Source: an optimization exercise on an open RTL-to-GDS flow (aim: small area, a short achievable clock period and few clock cycles per item). Production flows keep margins and buffers that such runs may drop. No functional check of the RTL was part of this run.

File: flow/config.mk
export PLATFORM = sky130hd
export DESIGN_NAME = uac_rx
export DESIGN_NICKNAME = uac_rx
export VERILOG_FILES = /design/flow/design.v
export SDC_FILE = /design/flow/constraint.sdc
export NUM_CORES = 4
export LEC_CHECK = 0
export CAP_MARGIN = 20
export CORE_MARGIN = 2
export CORE_UTILIZATION = 40
export SLEW_MARGIN = 20
File: flow/constraint.sdc
create_clock -name core_clock -period 24.0 [get_ports {clk}]
set_input_delay 4.8000 -clock core_clock [delete_from_list [all_inputs] [get_ports {clk}]]
set_output_delay 4.8000 -clock core_clock [all_outputs]
set_load 0.01 [all_outputs]
File: flow/design.v
module uac_rx (
    input  wire        clk,
    input  wire        rst,           
    input  wire        in_valid,
    output wire        in_ready,
    input  wire [15:0] in_sample,     
    output reg         frame_done,
    output wire        det,
    output reg         ev_valid,
    output wire [11:0] ev_word
);
    localparam [1:0] EXPECT_ONE  = 2'd0;
    localparam [1:0] EXPECT_ZERO = 2'd1;
    localparam [1:0] LOCKED      = 2'd2;
    localparam [1:0] FAILED      = 2'd3;
    reg         rdy;
    reg  [15:0] xr;           
    reg         vr;           
    reg         lastv;        
    reg  [9:0]  idx;          
    assign in_ready = rdy;
    wire take = in_valid & rdy;
    reg  [22:0] s1, s2;
    reg  [1:0]  phase;
    wire        L  = (phase == LOCKED);
    wire [11:0] xs = xr[15:4];
    wire fs1;
    wire fc2;
    assign fs1 = (L ? s1[1] : s1[2]) ^ (L ? s1[10] : s1[4]) ^ (L ? ~s1[5] : ~s1[9]);
    assign fc2 = ((L ? s1[1] : s1[2]) & (L ? s1[10] : s1[4])) | ((L ? ~s1[5] : ~s1[9]) & ((L ? s1[1] : s1[2]) ^ (L ? s1[10] : s1[4])));
    wire fs3;
    wire fc4;
    assign fs3 = ~s1[0] ^ (L ? s1[2] : s1[3]) ^ (L ? s1[11] : s1[5]);
    assign fc4 = (~s1[0] & (L ? s1[2] : s1[3])) | ((L ? s1[11] : s1[5]) & (~s1[0] ^ (L ? s1[2] : s1[3])));
    wire fs5;
    wire fc6;
    assign fs5 = (L ? ~s1[6] : ~s1[10]) ^ (L ? ~s1[7] : ~s1[13]) ^ (L & ~s1[14]);
    assign fc6 = ((L ? ~s1[6] : ~s1[10]) & (L ? ~s1[7] : ~s1[13])) | ((L & ~s1[14]) & ((L ? ~s1[6] : ~s1[10]) ^ (L ? ~s1[7] : ~s1[13])));
    wire fs7;
    wire fc8;
    assign fs7 = ~s1[1] ^ (L ? s1[3] : s1[4]) ^ (L ? s1[12] : s1[6]);
    assign fc8 = (~s1[1] & (L ? s1[3] : s1[4])) | ((L ? s1[12] : s1[6]) & (~s1[1] ^ (L ? s1[3] : s1[4])));
    wire fs9;
    wire fc10;
    assign fs9 = (L ? ~s1[7] : ~s1[11]) ^ (L ? ~s1[8] : ~s1[14]) ^ (L & ~s1[15]);
    assign fc10 = ((L ? ~s1[7] : ~s1[11]) & (L ? ~s1[8] : ~s1[14])) | ((L & ~s1[15]) & ((L ? ~s1[7] : ~s1[11]) ^ (L ? ~s1[8] : ~s1[14])));
    wire fs11;
    wire fc12;
    assign fs11 = ~s1[2] ^ (L ? s1[4] : s1[5]) ^ (L ? s1[13] : s1[7]);
    assign fc12 = (~s1[2] & (L ? s1[4] : s1[5])) | ((L ? s1[13] : s1[7]) & (~s1[2] ^ (L ? s1[4] : s1[5])));
    wire fs13;
    wire fc14;
    assign fs13 = (L ? ~s1[8] : ~s1[12]) ^ (L ? ~s1[9] : ~s1[15]) ^ (L & ~s1[16]);
    assign fc14 = ((L ? ~s1[8] : ~s1[12]) & (L ? ~s1[9] : ~s1[15])) | ((L & ~s1[16]) & ((L ? ~s1[8] : ~s1[12]) ^ (L ? ~s1[9] : ~s1[15])));
    wire fs15;
    wire fc16;
    assign fs15 = ~s1[3] ^ (L ? s1[5] : s1[6]) ^ (L ? s1[14] : s1[8]);
    assign fc16 = (~s1[3] & (L ? s1[5] : s1[6])) | ((L ? s1[14] : s1[8]) & (~s1[3] ^ (L ? s1[5] : s1[6])));
    wire fs17;
    wire fc18;
    assign fs17 = (L ? ~s1[9] : ~s1[13]) ^ (L ? ~s1[10] : ~s1[16]) ^ (L & ~s1[17]);
    assign fc18 = ((L ? ~s1[9] : ~s1[13]) & (L ? ~s1[10] : ~s1[16])) | ((L & ~s1[17]) & ((L ? ~s1[9] : ~s1[13]) ^ (L ? ~s1[10] : ~s1[16])));
    wire fs19;
    wire fc20;
    assign fs19 = ~s1[4] ^ (L ? s1[6] : s1[7]) ^ (L ? s1[15] : s1[9]);
    assign fc20 = (~s1[4] & (L ? s1[6] : s1[7])) | ((L ? s1[15] : s1[9]) & (~s1[4] ^ (L ? s1[6] : s1[7])));
    wire fs21;
    wire fc22;
    assign fs21 = (L ? ~s1[10] : ~s1[14]) ^ (L ? ~s1[11] : ~s1[17]) ^ (L & ~s1[18]);
    assign fc22 = ((L ? ~s1[10] : ~s1[14]) & (L ? ~s1[11] : ~s1[17])) | ((L & ~s1[18]) & ((L ? ~s1[10] : ~s1[14]) ^ (L ? ~s1[11] : ~s1[17])));
    wire fs23;
    wire fc24;
    assign fs23 = ~s1[5] ^ (L ? s1[7] : s1[8]) ^ (L ? s1[16] : s1[10]);
    assign fc24 = (~s1[5] & (L ? s1[7] : s1[8])) | ((L ? s1[16] : s1[10]) & (~s1[5] ^ (L ? s1[7] : s1[8])));
    wire fs25;
    wire fc26;
    assign fs25 = (L ? ~s1[11] : ~s1[15]) ^ (L ? ~s1[12] : ~s1[18]) ^ (L & ~s1[19]);
    assign fc26 = ((L ? ~s1[11] : ~s1[15]) & (L ? ~s1[12] : ~s1[18])) | ((L & ~s1[19]) & ((L ? ~s1[11] : ~s1[15]) ^ (L ? ~s1[12] : ~s1[18])));
    wire fs27;
    wire fc28;
    assign fs27 = ~s1[6] ^ (L ? s1[8] : s1[9]) ^ (L ? s1[17] : s1[11]);
    assign fc28 = (~s1[6] & (L ? s1[8] : s1[9])) | ((L ? s1[17] : s1[11]) & (~s1[6] ^ (L ? s1[8] : s1[9])));
    wire fs29;
    wire fc30;
    assign fs29 = (L ? ~s1[12] : ~s1[16]) ^ (L ? ~s1[13] : ~s1[19]) ^ (L & ~s1[20]);
    assign fc30 = ((L ? ~s1[12] : ~s1[16]) & (L ? ~s1[13] : ~s1[19])) | ((L & ~s1[20]) & ((L ? ~s1[12] : ~s1[16]) ^ (L ? ~s1[13] : ~s1[19])));
    wire fs31;
    wire fc32;
    assign fs31 = ~s1[7] ^ (L ? s1[9] : s1[10]) ^ (L ? s1[18] : s1[12]);
    assign fc32 = (~s1[7] & (L ? s1[9] : s1[10])) | ((L ? s1[18] : s1[12]) & (~s1[7] ^ (L ? s1[9] : s1[10])));
    wire fs33;
    wire fc34;
    assign fs33 = (L ? ~s1[13] : ~s1[17]) ^ (L ? ~s1[14] : ~s1[20]) ^ (L & ~s1[21]);
    assign fc34 = ((L ? ~s1[13] : ~s1[17]) & (L ? ~s1[14] : ~s1[20])) | ((L & ~s1[21]) & ((L ? ~s1[13] : ~s1[17]) ^ (L ? ~s1[14] : ~s1[20])));
    wire fs35;
    wire fc36;
    assign fs35 = ~s1[8] ^ (L ? s1[10] : s1[11]) ^ (L ? s1[19] : s1[13]);
    assign fc36 = (~s1[8] & (L ? s1[10] : s1[11])) | ((L ? s1[19] : s1[13]) & (~s1[8] ^ (L ? s1[10] : s1[11])));
    wire fs37;
    wire fc38;
    assign fs37 = (L ? ~s1[14] : ~s1[18]) ^ (L ? ~s1[15] : ~s1[21]) ^ (L & s1[22]);
    assign fc38 = ((L ? ~s1[14] : ~s1[18]) & (L ? ~s1[15] : ~s1[21])) | ((L & s1[22]) & ((L ? ~s1[14] : ~s1[18]) ^ (L ? ~s1[15] : ~s1[21])));
    wire hs39;
    wire hc40;
    assign hs39 = xs[9] ^ ~s2[9];
    assign hc40 = xs[9] & ~s2[9];
    wire fs41;
    wire fc42;
    assign fs41 = ~s1[9] ^ (L ? s1[11] : s1[12]) ^ (L ? s1[20] : s1[14]);
    assign fc42 = (~s1[9] & (L ? s1[11] : s1[12])) | ((L ? s1[20] : s1[14]) & (~s1[9] ^ (L ? s1[11] : s1[12])));
    wire fs43;
    wire fc44;
    assign fs43 = (L ? ~s1[15] : ~s1[19]) ^ (L ? ~s1[16] : s1[22]) ^ xs[10];
    assign fc44 = ((L ? ~s1[15] : ~s1[19]) & (L ? ~s1[16] : s1[22])) | (xs[10] & ((L ? ~s1[15] : ~s1[19]) ^ (L ? ~s1[16] : s1[22])));
    wire hs45;
    wire hc46;
    assign hs45 = ~s2[10] ^ 1'b1;
    assign hc46 = ~s2[10] & 1'b1;
    wire fs47;
    wire fc48;
    assign fs47 = ~s1[10] ^ (L ? s1[12] : s1[13]) ^ (L ? s1[21] : s1[15]);
    assign fc48 = (~s1[10] & (L ? s1[12] : s1[13])) | ((L ? s1[21] : s1[15]) & (~s1[10] ^ (L ? s1[12] : s1[13])));
    wire fs49;
    wire fc50;
    assign fs49 = (L ? ~s1[16] : ~s1[20]) ^ (L & ~s1[17]) ^ ~xs[11];
    assign fc50 = ((L ? ~s1[16] : ~s1[20]) & (L & ~s1[17])) | (~xs[11] & ((L ? ~s1[16] : ~s1[20]) ^ (L & ~s1[17])));
    wire fs51;
    wire fc52;
    assign fs51 = ~s1[11] ^ (L ? s1[13] : s1[14]) ^ (L ? ~s1[22] : s1[16]);
    assign fc52 = (~s1[11] & (L ? s1[13] : s1[14])) | ((L ? ~s1[22] : s1[16]) & (~s1[11] ^ (L ? s1[13] : s1[14])));
    wire hs53;
    wire hc54;
    assign hs53 = (L ? ~s1[17] : ~s1[21]) ^ (L & ~s1[18]);
    assign hc54 = (L ? ~s1[17] : ~s1[21]) & (L & ~s1[18]);
    wire fs55;
    wire fc56;
    assign fs55 = ~s1[12] ^ (L ? s1[14] : s1[15]) ^ (~L & s1[17]);
    assign fc56 = (~s1[12] & (L ? s1[14] : s1[15])) | ((~L & s1[17]) & (~s1[12] ^ (L ? s1[14] : s1[15])));
    wire hs57;
    wire hc58;
    assign hs57 = (L ? ~s1[18] : s1[22]) ^ (L & ~s1[19]);
    assign hc58 = (L ? ~s1[18] : s1[22]) & (L & ~s1[19]);
    wire fs59;
    wire fc60;
    assign fs59 = ~s1[13] ^ (L ? s1[15] : s1[16]) ^ (~L & s1[18]);
    assign fc60 = (~s1[13] & (L ? s1[15] : s1[16])) | ((~L & s1[18]) & (~s1[13] ^ (L ? s1[15] : s1[16])));
    wire hs61;
    wire hc62;
    assign hs61 = (L & ~s1[19]) ^ (L & ~s1[20]);
    assign hc62 = (L & ~s1[19]) & (L & ~s1[20]);
    wire fs63;
    wire fc64;
    assign fs63 = ~s1[14] ^ (L ? s1[16] : s1[17]) ^ (~L & s1[19]);
    assign fc64 = (~s1[14] & (L ? s1[16] : s1[17])) | ((~L & s1[19]) & (~s1[14] ^ (L ? s1[16] : s1[17])));
    wire hs65;
    wire hc66;
    assign hs65 = (L & ~s1[20]) ^ (L & ~s1[21]);
    assign hc66 = (L & ~s1[20]) & (L & ~s1[21]);
    wire fs67;
    wire fc68;
    assign fs67 = ~s1[15] ^ (L ? s1[17] : s1[18]) ^ (~L & s1[20]);
    assign fc68 = (~s1[15] & (L ? s1[17] : s1[18])) | ((~L & s1[20]) & (~s1[15] ^ (L ? s1[17] : s1[18])));
    wire hs69;
    wire hc70;
    assign hs69 = (L & ~s1[21]) ^ (L & s1[22]);
    assign hc70 = (L & ~s1[21]) & (L & s1[22]);
    wire fs71;
    wire fc72;
    assign fs71 = ~s1[16] ^ (L ? s1[18] : s1[19]) ^ (~L & s1[21]);
    assign fc72 = (~s1[16] & (L ? s1[18] : s1[19])) | ((~L & s1[21]) & (~s1[16] ^ (L ? s1[18] : s1[19])));
    wire hs73;
    wire hc74;
    assign hs73 = (L & s1[1]) ^ (~L & ~s1[0]);
    assign hc74 = (L & s1[1]) & (~L & ~s1[0]);
    wire hs75;
    wire hc76;
    assign hs75 = (L & s1[2]) ^ (~L & ~s1[1]);
    assign hc76 = (L & s1[2]) & (~L & ~s1[1]);
    wire hs77;
    wire hc78;
    assign hs77 = (L & s1[3]) ^ (~L & ~s1[2]);
    assign hc78 = (L & s1[3]) & (~L & ~s1[2]);
    wire fs79;
    wire fc80;
    assign fs79 = (L & s1[4]) ^ (~L & ~s1[3]) ^ (L ? ~s1[0] : ~s1[6]);
    assign fc80 = ((L & s1[4]) & (~L & ~s1[3])) | ((L ? ~s1[0] : ~s1[6]) & ((L & s1[4]) ^ (~L & ~s1[3])));
    wire fs81;
    wire fc82;
    assign fs81 = (L & s1[5]) ^ (L ? ~s1[0] : ~s1[4]) ^ (L ? ~s1[1] : ~s1[7]);
    assign fc82 = ((L & s1[5]) & (L ? ~s1[0] : ~s1[4])) | ((L ? ~s1[1] : ~s1[7]) & ((L & s1[5]) ^ (L ? ~s1[0] : ~s1[4])));
    wire hs83;
    wire hc84;
    assign hs83 = (L ? s1[6] : s1[0]) ^ (L ? ~s1[1] : ~s1[5]);
    assign hc84 = (L ? s1[6] : s1[0]) & (L ? ~s1[1] : ~s1[5]);
    wire hs85;
    wire hc86;
    assign hs85 = (L ? s1[7] : s1[1]) ^ (L ? ~s1[2] : ~s1[6]);
    assign hc86 = (L ? s1[7] : s1[1]) & (L ? ~s1[2] : ~s1[6]);
    wire fs87;
    wire fc88;
    assign fs87 = (~L & s1[0]) ^ (L ? s1[8] : s1[2]) ^ (L ? ~s1[3] : ~s1[7]);
    assign fc88 = ((~L & s1[0]) & (L ? s1[8] : s1[2])) | ((L ? ~s1[3] : ~s1[7]) & ((~L & s1[0]) ^ (L ? s1[8] : s1[2])));
    wire fs89;
    wire fc90;
    assign fs89 = (L ? s1[0] : s1[1]) ^ (L ? s1[9] : s1[3]) ^ (L ? ~s1[4] : ~s1[8]);
    assign fc90 = ((L ? s1[0] : s1[1]) & (L ? s1[9] : s1[3])) | ((L ? ~s1[4] : ~s1[8]) & ((L ? s1[0] : s1[1]) ^ (L ? s1[9] : s1[3])));
    wire fs91;
    wire fc92;
    assign fs91 = fs1 ^ (L ? ~s1[6] : ~s1[12]) ^ (L & ~s1[13]);
    assign fc92 = (fs1 & (L ? ~s1[6] : ~s1[12])) | ((L & ~s1[13]) & (fs1 ^ (L ? ~s1[6] : ~s1[12])));
    wire hs93;
    wire hc94;
    assign hs93 = xs[0] ^ ~s2[0];
    assign hc94 = xs[0] & ~s2[0];
    wire fs95;
    wire fc96;
    assign fs95 = fs3 ^ fs5 ^ xs[1];
    assign fc96 = (fs3 & fs5) | (xs[1] & (fs3 ^ fs5));
    wire fs97;
    wire fc98;
    assign fs97 = ~s2[1] ^ 1'b1 ^ fc2;
    assign fc98 = (~s2[1] & 1'b1) | (fc2 & (~s2[1] ^ 1'b1));
    wire fs99;
    wire fc100;
    assign fs99 = fs7 ^ fs9 ^ xs[2];
    assign fc100 = (fs7 & fs9) | (xs[2] & (fs7 ^ fs9));
    wire fs101;
    wire fc102;
    assign fs101 = ~s2[2] ^ fc4 ^ fc6;
    assign fc102 = (~s2[2] & fc4) | (fc6 & (~s2[2] ^ fc4));
    wire fs103;
    wire fc104;
    assign fs103 = fs11 ^ fs13 ^ xs[3];
    assign fc104 = (fs11 & fs13) | (xs[3] & (fs11 ^ fs13));
    wire fs105;
    wire fc106;
    assign fs105 = ~s2[3] ^ fc8 ^ fc10;
    assign fc106 = (~s2[3] & fc8) | (fc10 & (~s2[3] ^ fc8));
    wire fs107;
    wire fc108;
    assign fs107 = fs15 ^ fs17 ^ xs[4];
    assign fc108 = (fs15 & fs17) | (xs[4] & (fs15 ^ fs17));
    wire fs109;
    wire fc110;
    assign fs109 = ~s2[4] ^ fc12 ^ fc14;
    assign fc110 = (~s2[4] & fc12) | (fc14 & (~s2[4] ^ fc12));
    wire fs111;
    wire fc112;
    assign fs111 = fs19 ^ fs21 ^ xs[5];
    assign fc112 = (fs19 & fs21) | (xs[5] & (fs19 ^ fs21));
    wire fs113;
    wire fc114;
    assign fs113 = ~s2[5] ^ fc16 ^ fc18;
    assign fc114 = (~s2[5] & fc16) | (fc18 & (~s2[5] ^ fc16));
    wire fs115;
    wire fc116;
    assign fs115 = fs23 ^ fs25 ^ xs[6];
    assign fc116 = (fs23 & fs25) | (xs[6] & (fs23 ^ fs25));
    wire fs117;
    wire fc118;
    assign fs117 = ~s2[6] ^ fc20 ^ fc22;
    assign fc118 = (~s2[6] & fc20) | (fc22 & (~s2[6] ^ fc20));
    wire fs119;
    wire fc120;
    assign fs119 = fs27 ^ fs29 ^ xs[7];
    assign fc120 = (fs27 & fs29) | (xs[7] & (fs27 ^ fs29));
    wire fs121;
    wire fc122;
    assign fs121 = ~s2[7] ^ fc24 ^ fc26;
    assign fc122 = (~s2[7] & fc24) | (fc26 & (~s2[7] ^ fc24));
    wire fs123;
    wire fc124;
    assign fs123 = fs31 ^ fs33 ^ xs[8];
    assign fc124 = (fs31 & fs33) | (xs[8] & (fs31 ^ fs33));
    wire fs125;
    wire fc126;
    assign fs125 = ~s2[8] ^ fc28 ^ fc30;
    assign fc126 = (~s2[8] & fc28) | (fc30 & (~s2[8] ^ fc28));
    wire fs127;
    wire fc128;
    assign fs127 = fs35 ^ fs37 ^ hs39;
    assign fc128 = (fs35 & fs37) | (hs39 & (fs35 ^ fs37));
    wire fs129;
    wire fc130;
    assign fs129 = L ^ fc32 ^ fc34;
    assign fc130 = (L & fc32) | (fc34 & (L ^ fc32));
    wire fs131;
    wire fc132;
    assign fs131 = fs41 ^ fs43 ^ hs45;
    assign fc132 = (fs41 & fs43) | (hs45 & (fs41 ^ fs43));
    wire fs133;
    wire fc134;
    assign fs133 = fc36 ^ fc38 ^ hc40;
    assign fc134 = (fc36 & fc38) | (hc40 & (fc36 ^ fc38));
    wire fs135;
    wire fc136;
    assign fs135 = fs47 ^ fs49 ^ ~s2[11];
    assign fc136 = (fs47 & fs49) | (~s2[11] & (fs47 ^ fs49));
    wire fs137;
    wire fc138;
    assign fs137 = fc42 ^ fc44 ^ hc46;
    assign fc138 = (fc42 & fc44) | (hc46 & (fc42 ^ fc44));
    wire fs139;
    wire fc140;
    assign fs139 = fs51 ^ hs53 ^ ~s2[12];
    assign fc140 = (fs51 & hs53) | (~s2[12] & (fs51 ^ hs53));
    wire fs141;
    wire fc142;
    assign fs141 = ~L ^ fc48 ^ fc50;
    assign fc142 = (~L & fc48) | (fc50 & (~L ^ fc48));
    wire fs143;
    wire fc144;
    assign fs143 = fs55 ^ hs57 ^ ~s2[13];
    assign fc144 = (fs55 & hs57) | (~s2[13] & (fs55 ^ hs57));
    wire fs145;
    wire fc146;
    assign fs145 = L ^ fc52 ^ hc54;
    assign fc146 = (L & fc52) | (hc54 & (L ^ fc52));
    wire fs147;
    wire fc148;
    assign fs147 = fs59 ^ hs61 ^ ~s2[14];
    assign fc148 = (fs59 & hs61) | (~s2[14] & (fs59 ^ hs61));
    wire fs149;
    wire fc150;
    assign fs149 = 1'b1 ^ fc56 ^ hc58;
    assign fc150 = (1'b1 & fc56) | (hc58 & (1'b1 ^ fc56));
    wire fs151;
    wire fc152;
    assign fs151 = fs63 ^ hs65 ^ ~s2[15];
    assign fc152 = (fs63 & hs65) | (~s2[15] & (fs63 ^ hs65));
    wire fs153;
    wire fc154;
    assign fs153 = 1'b1 ^ fc60 ^ hc62;
    assign fc154 = (1'b1 & fc60) | (hc62 & (1'b1 ^ fc60));
    wire fs155;
    wire fc156;
    assign fs155 = fs67 ^ hs69 ^ ~s2[16];
    assign fc156 = (fs67 & hs69) | (~s2[16] & (fs67 ^ hs69));
    wire fs157;
    wire fc158;
    assign fs157 = ~L ^ fc64 ^ hc66;
    assign fc158 = (~L & fc64) | (hc66 & (~L ^ fc64));
    wire fs159;
    wire fc160;
    assign fs159 = fs71 ^ (L & s1[22]) ^ ~s2[17];
    assign fc160 = (fs71 & (L & s1[22])) | (~s2[17] & (fs71 ^ (L & s1[22])));
    wire fs161;
    wire fc162;
    assign fs161 = ~L ^ fc68 ^ hc70;
    assign fc162 = (~L & fc68) | (hc70 & (~L ^ fc68));
    wire fs163;
    wire fc164;
    assign fs163 = ~s1[17] ^ (L ? s1[19] : s1[20]) ^ (~L & ~s1[22]);
    assign fc164 = (~s1[17] & (L ? s1[19] : s1[20])) | ((~L & ~s1[22]) & (~s1[17] ^ (L ? s1[19] : s1[20])));
    wire fs165;
    wire fc166;
    assign fs165 = ~s2[18] ^ L ^ fc72;
    assign fc166 = (~s2[18] & L) | (fc72 & (~s2[18] ^ L));
    wire fs167;
    wire fc168;
    assign fs167 = ~s1[18] ^ (L ? s1[20] : s1[21]) ^ ~s2[19];
    assign fc168 = (~s1[18] & (L ? s1[20] : s1[21])) | (~s2[19] & (~s1[18] ^ (L ? s1[20] : s1[21])));
    wire hs169;
    wire hc170;
    assign hs169 = ~s1[19] ^ (L ? s1[21] : ~s1[22]);
    assign hc170 = ~s1[19] & (L ? s1[21] : ~s1[22]);
    wire hs171;
    wire hc172;
    assign hs171 = ~s1[20] ^ (L & ~s1[22]);
    assign hc172 = ~s1[20] & (L & ~s1[22]);
    wire hs173;
    wire hc174;
    assign hs173 = hs73 ^ (~L & ~s1[3]);
    assign hc174 = hs73 & (~L & ~s1[3]);
    wire fs175;
    wire fc176;
    assign fs175 = hs75 ^ (~L & ~s1[4]) ^ (L & ~s1[5]);
    assign fc176 = (hs75 & (~L & ~s1[4])) | ((L & ~s1[5]) & (hs75 ^ (~L & ~s1[4])));
    wire fs177;
    wire fc178;
    assign fs177 = hs77 ^ (~L & ~s1[5]) ^ (L & ~s1[6]);
    assign fc178 = (hs77 & (~L & ~s1[5])) | ((L & ~s1[6]) & (hs77 ^ (~L & ~s1[5])));
    wire fs179;
    wire fc180;
    assign fs179 = fs79 ^ (L & ~s1[7]) ^ L;
    assign fc180 = (fs79 & (L & ~s1[7])) | (L & (fs79 ^ (L & ~s1[7])));
    wire fs181;
    wire fc182;
    assign fs181 = fs81 ^ (L & ~s1[8]) ^ L;
    assign fc182 = (fs81 & (L & ~s1[8])) | (L & (fs81 ^ (L & ~s1[8])));
    wire fs183;
    wire fc184;
    assign fs183 = hs83 ^ (L ? ~s1[2] : ~s1[8]) ^ (L & ~s1[9]);
    assign fc184 = (hs83 & (L ? ~s1[2] : ~s1[8])) | ((L & ~s1[9]) & (hs83 ^ (L ? ~s1[2] : ~s1[8])));
    wire fs185;
    wire fc186;
    assign fs185 = hs85 ^ (L ? ~s1[3] : ~s1[9]) ^ (L & ~s1[10]);
    assign fc186 = (hs85 & (L ? ~s1[3] : ~s1[9])) | ((L & ~s1[10]) & (hs85 ^ (L ? ~s1[3] : ~s1[9])));
    wire fs187;
    wire fc188;
    assign fs187 = fs87 ^ (L ? ~s1[4] : ~s1[10]) ^ (L & ~s1[11]);
    assign fc188 = (fs87 & (L ? ~s1[4] : ~s1[10])) | ((L & ~s1[11]) & (fs87 ^ (L ? ~s1[4] : ~s1[10])));
    wire fs189;
    wire fc190;
    assign fs189 = fs89 ^ (L ? ~s1[5] : ~s1[11]) ^ (L & ~s1[12]);
    assign fc190 = (fs89 & (L ? ~s1[5] : ~s1[11])) | ((L & ~s1[12]) & (fs89 ^ (L ? ~s1[5] : ~s1[11])));
    wire fs191;
    wire fc192;
    assign fs191 = fs91 ^ hs93 ^ 1'b1;
    assign fc192 = (fs91 & hs93) | (1'b1 & (fs91 ^ hs93));
    wire fs193;
    wire fc194;
    assign fs193 = fs95 ^ fs97 ^ fc92;
    assign fc194 = (fs95 & fs97) | (fc92 & (fs95 ^ fs97));
    wire fs195;
    wire fc196;
    assign fs195 = fs99 ^ fs101 ^ fc96;
    assign fc196 = (fs99 & fs101) | (fc96 & (fs99 ^ fs101));
    wire fs197;
    wire fc198;
    assign fs197 = fs103 ^ fs105 ^ fc100;
    assign fc198 = (fs103 & fs105) | (fc100 & (fs103 ^ fs105));
    wire fs199;
    wire fc200;
    assign fs199 = fs107 ^ fs109 ^ fc104;
    assign fc200 = (fs107 & fs109) | (fc104 & (fs107 ^ fs109));
    wire fs201;
    wire fc202;
    assign fs201 = fs111 ^ fs113 ^ fc108;
    assign fc202 = (fs111 & fs113) | (fc108 & (fs111 ^ fs113));
    wire fs203;
    wire fc204;
    assign fs203 = fs115 ^ fs117 ^ fc112;
    assign fc204 = (fs115 & fs117) | (fc112 & (fs115 ^ fs117));
    wire fs205;
    wire fc206;
    assign fs205 = fs119 ^ fs121 ^ fc116;
    assign fc206 = (fs119 & fs121) | (fc116 & (fs119 ^ fs121));
    wire fs207;
    wire fc208;
    assign fs207 = fs123 ^ fs125 ^ fc120;
    assign fc208 = (fs123 & fs125) | (fc120 & (fs123 ^ fs125));
    wire fs209;
    wire fc210;
    assign fs209 = fs127 ^ fs129 ^ fc124;
    assign fc210 = (fs127 & fs129) | (fc124 & (fs127 ^ fs129));
    wire fs211;
    wire fc212;
    assign fs211 = fs131 ^ fs133 ^ fc128;
    assign fc212 = (fs131 & fs133) | (fc128 & (fs131 ^ fs133));
    wire fs213;
    wire fc214;
    assign fs213 = fs135 ^ fs137 ^ fc132;
    assign fc214 = (fs135 & fs137) | (fc132 & (fs135 ^ fs137));
    wire fs215;
    wire fc216;
    assign fs215 = fs139 ^ fs141 ^ fc136;
    assign fc216 = (fs139 & fs141) | (fc136 & (fs139 ^ fs141));
    wire fs217;
    wire fc218;
    assign fs217 = fs143 ^ fs145 ^ fc140;
    assign fc218 = (fs143 & fs145) | (fc140 & (fs143 ^ fs145));
    wire fs219;
    wire fc220;
    assign fs219 = fs147 ^ fs149 ^ fc144;
    assign fc220 = (fs147 & fs149) | (fc144 & (fs147 ^ fs149));
    wire fs221;
    wire fc222;
    assign fs221 = fs151 ^ fs153 ^ fc148;
    assign fc222 = (fs151 & fs153) | (fc148 & (fs151 ^ fs153));
    wire fs223;
    wire fc224;
    assign fs223 = fs155 ^ fs157 ^ fc152;
    assign fc224 = (fs155 & fs157) | (fc152 & (fs155 ^ fs157));
    wire fs225;
    wire fc226;
    assign fs225 = fs159 ^ fs161 ^ fc156;
    assign fc226 = (fs159 & fs161) | (fc156 & (fs159 ^ fs161));
    wire fs227;
    wire fc228;
    assign fs227 = fs163 ^ fs165 ^ fc160;
    assign fc228 = (fs163 & fs165) | (fc160 & (fs163 ^ fs165));
    wire fs229;
    wire fc230;
    assign fs229 = fs167 ^ 1'b1 ^ fc164;
    assign fc230 = (fs167 & 1'b1) | (fc164 & (fs167 ^ 1'b1));
    wire fs231;
    wire fc232;
    assign fs231 = hs169 ^ ~s2[20] ^ L;
    assign fc232 = (hs169 & ~s2[20]) | (L & (hs169 ^ ~s2[20]));
    wire fs233;
    wire fc234;
    assign fs233 = hs171 ^ ~s2[21] ^ ~L;
    assign fc234 = (hs171 & ~s2[21]) | (~L & (hs171 ^ ~s2[21]));
    wire hs235;
    wire hc236;
    assign hs235 = ~s1[21] ^ s2[22];
    assign hc236 = ~s1[21] & s2[22];
    wire hs237;
    wire hc238;
    assign hs237 = (~L & ~s1[0]) ^ (L & ~s1[1]);
    assign hc238 = (~L & ~s1[0]) & (L & ~s1[1]);
    wire hs239;
    wire hc240;
    assign hs239 = (~L & ~s1[1]) ^ (L & ~s1[2]);
    assign hc240 = (~L & ~s1[1]) & (L & ~s1[2]);
    wire fs241;
    wire fc242;
    assign fs241 = (L & s1[0]) ^ (~L & ~s1[2]) ^ (L & ~s1[3]);
    assign fc242 = ((L & s1[0]) & (~L & ~s1[2])) | ((L & ~s1[3]) & ((L & s1[0]) ^ (~L & ~s1[2])));
    wire fs243;
    wire fc244;
    assign fs243 = hs173 ^ (L & ~s1[4]) ^ ~L;
    assign fc244 = (hs173 & (L & ~s1[4])) | (~L & (hs173 ^ (L & ~s1[4])));
    wire fs245;
    wire fc246;
    assign fs245 = fs175 ^ hc74 ^ hc174;
    assign fc246 = (fs175 & hc74) | (hc174 & (fs175 ^ hc74));
    wire fs247;
    wire fc248;
    assign fs247 = fs177 ^ hc76 ^ fc176;
    assign fc248 = (fs177 & hc76) | (fc176 & (fs177 ^ hc76));
    wire fs249;
    wire fc250;
    assign fs249 = fs179 ^ hc78 ^ fc178;
    assign fc250 = (fs179 & hc78) | (fc178 & (fs179 ^ hc78));
    wire fs251;
    wire fc252;
    assign fs251 = fs181 ^ fc80 ^ fc180;
    assign fc252 = (fs181 & fc80) | (fc180 & (fs181 ^ fc80));
    wire fs253;
    wire fc254;
    assign fs253 = fs183 ^ fc82 ^ fc182;
    assign fc254 = (fs183 & fc82) | (fc182 & (fs183 ^ fc82));
    wire fs255;
    wire fc256;
    assign fs255 = fs185 ^ hc84 ^ fc184;
    assign fc256 = (fs185 & hc84) | (fc184 & (fs185 ^ hc84));
    wire fs257;
    wire fc258;
    assign fs257 = fs187 ^ hc86 ^ fc186;
    assign fc258 = (fs187 & hc86) | (fc186 & (fs187 ^ hc86));
    wire fs259;
    wire fc260;
    assign fs259 = fs189 ^ fc88 ^ fc188;
    assign fc260 = (fs189 & fc88) | (fc188 & (fs189 ^ fc88));
    wire fs261;
    wire fc262;
    assign fs261 = fs191 ^ fc90 ^ fc190;
    assign fc262 = (fs191 & fc90) | (fc190 & (fs191 ^ fc90));
    wire fs263;
    wire fc264;
    assign fs263 = fs193 ^ hc94 ^ fc192;
    assign fc264 = (fs193 & hc94) | (fc192 & (fs193 ^ hc94));
    wire fs265;
    wire fc266;
    assign fs265 = fs195 ^ fc98 ^ fc194;
    assign fc266 = (fs195 & fc98) | (fc194 & (fs195 ^ fc98));
    wire fs267;
    wire fc268;
    assign fs267 = fs197 ^ fc102 ^ fc196;
    assign fc268 = (fs197 & fc102) | (fc196 & (fs197 ^ fc102));
    wire fs269;
    wire fc270;
    assign fs269 = fs199 ^ fc106 ^ fc198;
    assign fc270 = (fs199 & fc106) | (fc198 & (fs199 ^ fc106));
    wire fs271;
    wire fc272;
    assign fs271 = fs201 ^ fc110 ^ fc200;
    assign fc272 = (fs201 & fc110) | (fc200 & (fs201 ^ fc110));
    wire fs273;
    wire fc274;
    assign fs273 = fs203 ^ fc114 ^ fc202;
    assign fc274 = (fs203 & fc114) | (fc202 & (fs203 ^ fc114));
    wire fs275;
    wire fc276;
    assign fs275 = fs205 ^ fc118 ^ fc204;
    assign fc276 = (fs205 & fc118) | (fc204 & (fs205 ^ fc118));
    wire fs277;
    wire fc278;
    assign fs277 = fs207 ^ fc122 ^ fc206;
    assign fc278 = (fs207 & fc122) | (fc206 & (fs207 ^ fc122));
    wire fs279;
    wire fc280;
    assign fs279 = fs209 ^ fc126 ^ fc208;
    assign fc280 = (fs209 & fc126) | (fc208 & (fs209 ^ fc126));
    wire fs281;
    wire fc282;
    assign fs281 = fs211 ^ fc130 ^ fc210;
    assign fc282 = (fs211 & fc130) | (fc210 & (fs211 ^ fc130));
    wire fs283;
    wire fc284;
    assign fs283 = fs213 ^ fc134 ^ fc212;
    assign fc284 = (fs213 & fc134) | (fc212 & (fs213 ^ fc134));
    wire fs285;
    wire fc286;
    assign fs285 = fs215 ^ fc138 ^ fc214;
    assign fc286 = (fs215 & fc138) | (fc214 & (fs215 ^ fc138));
    wire fs287;
    wire fc288;
    assign fs287 = fs217 ^ fc142 ^ fc216;
    assign fc288 = (fs217 & fc142) | (fc216 & (fs217 ^ fc142));
    wire fs289;
    wire fc290;
    assign fs289 = fs219 ^ fc146 ^ fc218;
    assign fc290 = (fs219 & fc146) | (fc218 & (fs219 ^ fc146));
    wire fs291;
    wire fc292;
    assign fs291 = fs221 ^ fc150 ^ fc220;
    assign fc292 = (fs221 & fc150) | (fc220 & (fs221 ^ fc150));
    wire fs293;
    wire fc294;
    assign fs293 = fs223 ^ fc154 ^ fc222;
    assign fc294 = (fs223 & fc154) | (fc222 & (fs223 ^ fc154));
    wire fs295;
    wire fc296;
    assign fs295 = fs225 ^ fc158 ^ fc224;
    assign fc296 = (fs225 & fc158) | (fc224 & (fs225 ^ fc158));
    wire fs297;
    wire fc298;
    assign fs297 = fs227 ^ fc162 ^ fc226;
    assign fc298 = (fs227 & fc162) | (fc226 & (fs227 ^ fc162));
    wire fs299;
    wire fc300;
    assign fs299 = fs229 ^ fc166 ^ fc228;
    assign fc300 = (fs229 & fc166) | (fc228 & (fs229 ^ fc166));
    wire fs301;
    wire fc302;
    assign fs301 = fs231 ^ fc168 ^ fc230;
    assign fc302 = (fs231 & fc168) | (fc230 & (fs231 ^ fc168));
    wire fs303;
    wire fc304;
    assign fs303 = fs233 ^ hc170 ^ fc232;
    assign fc304 = (fs233 & hc170) | (fc232 & (fs233 ^ hc170));
    wire fs305;
    wire fc306;
    assign fs305 = hs235 ^ hc172 ^ fc234;
    assign fc306 = (hs235 & hc172) | (fc234 & (hs235 ^ hc172));
    wire [36:0] dp_a = {fs305, fs303, fs301, fs299, fs297, fs295, fs293, fs291, fs289, fs287, fs285, fs283, fs281, fs279, fs277, fs275, fs273, fs271, fs269, fs267, fs265, fs263, fs261, fs259, fs257, fs255, fs253, fs251, fs249, fs247, fs245, fs243, fs241, hs239, hs237, (L & ~s1[0]), 1'b0};
    wire [36:0] dp_b = {fc304, fc302, fc300, fc298, fc296, fc294, fc292, fc290, fc288, fc286, fc284, fc282, fc280, fc278, fc276, fc274, fc272, fc270, fc268, fc266, fc264, fc262, fc260, fc258, fc256, fc254, fc252, fc250, fc248, fc246, fc244, fc242, hc240, hc238, ~L, L, 1'b0};
    wire [36:0] dp_sum = dp_a + dp_b;
    wire [22:0] s_new = dp_sum[36:14];
    reg         pw;           
    reg         ps;           
    reg  [12:0] acc;
    wire hi1  = ~((&s1[22:10]) | ~(|s1[22:10]));
    wire hi2  = ~((&s2[22:10]) | ~(|s2[22:10]));
    wire big  = hi1 | hi2;
    wire lo1  = (&s1[22:7]) | ~(|s1[22:7]);
    wire lo2  = (&s2[22:7]) | ~(|s2[22:7]);
    wire tiny = lo1 & lo2;
    wire [3:0]  j   = idx[3:0];
    wire        b1  = s1[j];
    wire        b2  = s2[j];
    wire        neg = (j == 4'd10);
    wire [13:0] t1  = b1 ? {{3{s1[10]}}, s1[10:0]} : 14'd0;
    wire [13:0] t2  = b2 ? {xr[12], xr[12:0]} : 14'd0;
    wire [13:0] an  = {acc[12], acc} + (t1 ^ {14{neg}}) + (t2 ^ {14{~neg}}) + 14'd1;
    wire        fin = (pw & ~ps & (big | tiny)) | (ps & neg);
    wire        det_v = big | (~tiny & ~an[13] & (|an[12:6]));    
    reg  [4:0]  win;
    reg  [2:0]  frame_cnt;
    reg         transfer_active;
    reg  [7:0]  pending;
    reg  [2:0]  bits_in_byte;
    reg  [1:0]  ev_kind;
    reg         dec;          
    reg         det_r;
    assign det     = win[0];
    assign ev_word = {2'b00, ev_kind, pending & {8{~ev_kind[1]}}};
    wire [4:0]  win_n = {win[3:0], det_r};
    wire [2:0]  vsum  = win_n[0] + win_n[1] + win_n[2] + win_n[3] + win_n[4];
    wire        bit_v = (vsum > 3'd2);
    reg  [1:0]  phase1;
    reg         sync_lost;
    wire [7:0]  pend_n = {pending[6:0], bit_v};
    wire [2:0]  bib_n  = bits_in_byte + 3'd1;
    always @* begin
        phase1    = phase;
        sync_lost = 1'b0;
        if (phase != LOCKED) begin
            if (phase == EXPECT_ONE && vsum == 3'd5)
                phase1 = EXPECT_ZERO;
            else if (phase == EXPECT_ZERO && vsum == 3'd0)
                phase1 = EXPECT_ONE;
            else if (phase != FAILED) begin
                phase1    = FAILED;
                sync_lost = 1'b1;
            end
        end
    end
    always @(posedge clk) begin
        if (take)
            xr <= in_sample;
        else if (ps)
            xr <= xr;
        else if (pw)
            xr <= {3'b000, s_new[12:0]};
        else
            xr <= 16'd0;
        vr <= take & ~rst;
        frame_done <= 1'b0;
        ev_valid   <= 1'b0;
        dec        <= 1'b0;
        det_r      <= det_v;
        if (rst) begin
            rdy   <= 1'b1;
            lastv <= 1'b0;
            idx   <= 10'd0;
            s1    <= 23'd0;
            s2    <= 23'd0;
            pw    <= 1'b0;
            ps    <= 1'b0;
            acc   <= 13'd0;
            win             <= 5'd0;
            frame_cnt       <= 3'd0;
            transfer_active <= 1'b0;
            phase           <= EXPECT_ONE;
            pending         <= 8'd0;
            bits_in_byte    <= 3'd0;
        end else begin
            lastv <= take & (&idx);
            if (take | ps)
                idx <= idx + 10'd1;
            if (take & (&idx))
                rdy <= 1'b0;
            if (vr) begin
                s2 <= s1;
                s1 <= s_new;
            end
            if (lastv)
                pw <= 1'b1;
            if (pw & ~ps & ~(big | tiny))
                ps <= 1'b1;
            if (ps)
                acc <= an[13:1];
            if (fin) begin
                pw  <= 1'b0;
                ps  <= 1'b0;
                idx <= 10'd0;
                acc <= 13'd0;
                s1  <= 23'd0;
                s2  <= 23'd0;
                rdy <= 1'b1;
                dec <= 1'b1;
            end
            if (dec) begin
                frame_done <= 1'b1;
                win        <= win_n;
                if (!transfer_active) begin
                    if (det_r) begin
                        transfer_active <= 1'b1;
                        frame_cnt       <= 3'd1;
                    end
                end else if (frame_cnt != 3'd4) begin
                    frame_cnt <= frame_cnt + 3'd1;
                end else begin
                    frame_cnt <= 3'd0;
                    phase     <= phase1;
                    if (sync_lost) begin
                        ev_valid <= 1'b1;
                        ev_kind  <= 2'd2;
                    end
                    pending      <= pend_n;
                    bits_in_byte <= bib_n;
                    if (bib_n == 3'd0) begin
                        if (pend_n == 8'd0) begin
                            ev_valid        <= 1'b1;
                            ev_kind         <= 2'd3;
                            phase           <= EXPECT_ONE;
                            transfer_active <= 1'b0;
                            bits_in_byte    <= 3'd0;
                        end else if (phase1 == EXPECT_ONE) begin
                            phase <= LOCKED;
                        end else if (phase1 == LOCKED) begin
                            ev_valid <= 1'b1;
                            ev_kind  <= 2'd1;
                        end
                    end
                end
            end
        end
    end
endmodule
File: flow/run.sh
#!/bin/bash
# synth_recipe.tcl (not shown) runs the flow's synth.tcl, then flattens the netlist and writes it again
# the make line also repeats each setting of config.mk as NAME=value (left out here)
make -C /OpenROAD-flow-scripts/flow DESIGN_CONFIG=/design/flow/config.mk WORK_HOME=/design/flow/orfs CLKGATE_MAP_FILE= SYNTH_SCRIPT=/design/flow/synth_recipe.tcl finish
==> flow_metrics.tcl <==
set metrics [dict create \
    cap_viol_max_count 0 \
    synth.area.top_cells "fa_1 21%, dfxtp_1 16%, ha_1 8.0%" \
    ys_seq_area_share_pct 20.2 \
    cts_sinks 117 \
    hpwl_mm 26.4 \
    num_antenna_cells 0 \
    finalClockSkew_ns 0.0179 \
    synthMostInstantiatedCell "inv_1" \
    grt_antenna_before_repair 0 \
    slew_headroom_pct 37.8 \
    viasPerCell 5.42 \
    dr_wl_met2_mm 16.4 \
    fin_hold_ws_ns 0.453 \
    num-nets-final 1704 \
    timing.hold.worst.class "flop to flop" \
    numPortBuffers 32 \
    route.detailed.wl_per_inst_microns 18.3 \
    synth_top_area_share_pct 21.5 \
    post_synth_instance_area_sq_um 12500 \
    synth-edff-count 18 \
    final.setup.worst_slack_ns 17.07 \
    grt_remaining_overflow 0 \
    layout_min_cycle_time_ns 6.93 \
    final_hold_viol_count 0 \
    clkSlewWorstSetupHoldPaths_ns 0.06 \
    post_synth_mux_area_share_pct 5.64 \
    route.layer.met1.wl_mm 14.9 \
    yosys_most_used_dff "dfxtp_1" \
    cts_setup_buffers 0 \
    grt_setup_unrepaired "false" \
    ios 35 \
    finalSetupViolCount 0 \
    n_fill_cell 3109 \
    timing.setup.tns_ns 0 \
    drt_wl_total_mm 34.4 \
    crit_fanout 89 \
    cts-root-buf "clkbuf_16" \
    share_of_cells_above_drive_strength_1_pct 3.84 \
    detailedRoute.firstPassIterationCount 7 \
    fp.dieArea_sq_um 32600 \
    die_y_microns 181 \
    final_antenna_net_count 0 \
    synth_adder_area_share_pct 29.5 \
    synth.yosys.warnings 1 \
    synth.lib_cells_used.distinct 78 \
    fmax_mhz 144 \
    cts.htree.levels 4 \
    cts_repair_resize_count 0 \
    arrival_time_at_the_worst_endpoint_ns 7.25 \
    place.gp.congestion 0.906 \
    met3_length_mm 2.16 \
    syn_area_per_cell_sq_um 8.38 \
    criticalPathCategory "flop to flop" \
    global_route.usage.total_pct 21.4 \
    cts_hold_buf 0 \
    worst_setup_path_start_kind "flop" \
    synth.cells.most_frequent "254 x inv_1, 148 x nand2_1, 134 x fa_1" \
    place_worst_setup_slack_ns 17.00 \
    syn_inst 1489 \
    post-route-drc-count 0 \
    worstPathRequired_ns 24.32 \
    dp_cells 1848 \
    drtIter0Drc 686 \
    dr.max_layer_used "met4" \
    core_region_area_sq_um 30700 \
    compound_gate_fraction_of_synth_area_pct 13.4 \
    pins_over_slew_limit 0 \
    horiz_die_dim_microns 181 \
    synth.ff_latch_count 117 \
    main_combinational_cell_family_by_area_after_synthesis "adder cells" \
    stdcell_count 1880 \
    synth-xor-area-share_pct 4.49 \
    floorplan.initialDensity_pct 40.7 \
    area_growth_pct 8.99 \
    cp-end-kind "flop" \
    status "finished clean" \
    clock_latency_ns 0.43 \
    vias_in_the_first_global_route 10200 \
    grt_max_degree 90 \
    cts_max_path_buffers 2 \
    synthArstFlopShare_pct 0 \
    post-route-util_pct 44.3 \
    routed-via-count 10200 \
    grt_first_pass_wirelength_mm 55.1 \
    cts_inserted_buffers 17 \
    synthSimpleGateAreaFrac_pct 16.2 \
    worstMarginPinSlew_ns 0.932 \
    rows 64 \
    synth_largest_area_cell "fa_1" \
    final_min_period_over_clock_period_pct 28.9 \
    cts_tree "built" \
]
[area by class of cell]
class | instances | area, sq um | area share (%)
sequential | 117 | 2520 | 18.6
inverter | 257 | 965 | 7.09
multi-input combinational | 1038 | 8670 | 63.8
timing repair buffer | 40 | 380 | 2.80
tap | 396 | 495 | 3.64
clock buffer | 19 | 443 | 3.26
clock inverter | 13 | 123 | 0.901
[registers in the layout, indices dropped and copies added, names as in the netlist, 2 cells and up]
| signal | count |
|---|---|
| xr | 16 |
| frame_cnt | 3 |
| acc | 13 |
| ev_kind | 2 |
| s1 | 23 |
| bits_in_byte | 3 |
| pending | 8 |
| phase | 2 |
| s2 | 23 |
| win | 4 |
| idx | 10 |
[kinds of logic (layout without fill, tap and decap cells)]
| kind of cell | count (synthesis) | in the layout |
|---|---|---|
| DFF | 117 | 117 |
| and+or+nand+nor | 436 | 436 |
| xor gates and xnor gates | 64 | 64 |
| muxes | 57 | 57 |
| adders and majority gates | 214 | 214 |
| AOI/OAI and AO/OA | 260 | 260 |
| other | 2 | 7 |
| buffers and inverters | 339 | 329 |
[critical path, cell delays in order (launching register included)]
cell	delay (ns)
dfxtp_1	0.65
nor2b_4	0.25
buf_4	0.68
nor2_1	0.26
a21oi_1	0.25
fa_1	0.47
fa_1	0.49
inv_1	0.05
fa_1	0.44
fa_1	0.49
inv_1	0.04
ha_1	0.41
a2111oi_0	0.80
o2111ai_1	0.25
nand3_1	0.23
o211ai_1	0.31
o2111ai_1	0.34
a21oi_1	0.11
o31a_1	0.27
[cell usage in the layout, fill, tap and decap left out, types with 32 or more instances in the layout]
master and n:
a21oi_1 101, clkdlybuf4s50_1 32, dfxtp_1 98, fa_1 134, ha_1 80, inv_1 254
mux2i_1 46, nand2_1 148, nor2_1 133, o21ai_0 43, xnor2_1 35
[stage by stage]
step | area (sq um)
floorplan | 12500
global placement | 13000
detailed placement | 13000
CTS | 13600
global route | 13600
finish | 13600
[metal layers]
metal  GRT usage (%)  vias up
li1                -     4842
met1            28.4     4979
met4            7.10        0
met2            35.4      311
met3            3.52       61
met5               0        -
[path summary, 6_finish.rpt]
check,start,slack [ns],depth (start not counted),endpoint
worst max-delay path,phase[1],17.07,18,s1[22]
worst max register to register,phase[1],17.07,18,s1[22]
worst min register to register,lastv,0.45,2,pw
worst min-delay path,lastv,0.45,2,pw

[static timing again, ports no longer ideal]
In the flow no input, the clock included, has a driving cell. The finished layout below was timed again as built, in two steps.
Step 1 assumes that a clkbuf_16 drives the clock port and a buf_2 every other input.
Step 2 times the ports against the registers' clock, not the clock port: input delays grow and output delays shrink by t, the midpoint of the rising clock arrivals with the driver on.
a / b / c = no drivers / after step 1 / after step 2; a / b = the first two.
t (ns): 0.464
slack for setup (ns): 17.068 / 17.068 / 16.952
hold WS [ns]: 0.453 / 0.453 / 0.453
clock arrival spread, ns: 0.017 / 0.018
pins driven straight from the clock port: 1
After both steps setup and hold are still met in this run. The setup slack of this run moves by 0.000 ns with the drivers and by -0.116 ns with both steps.
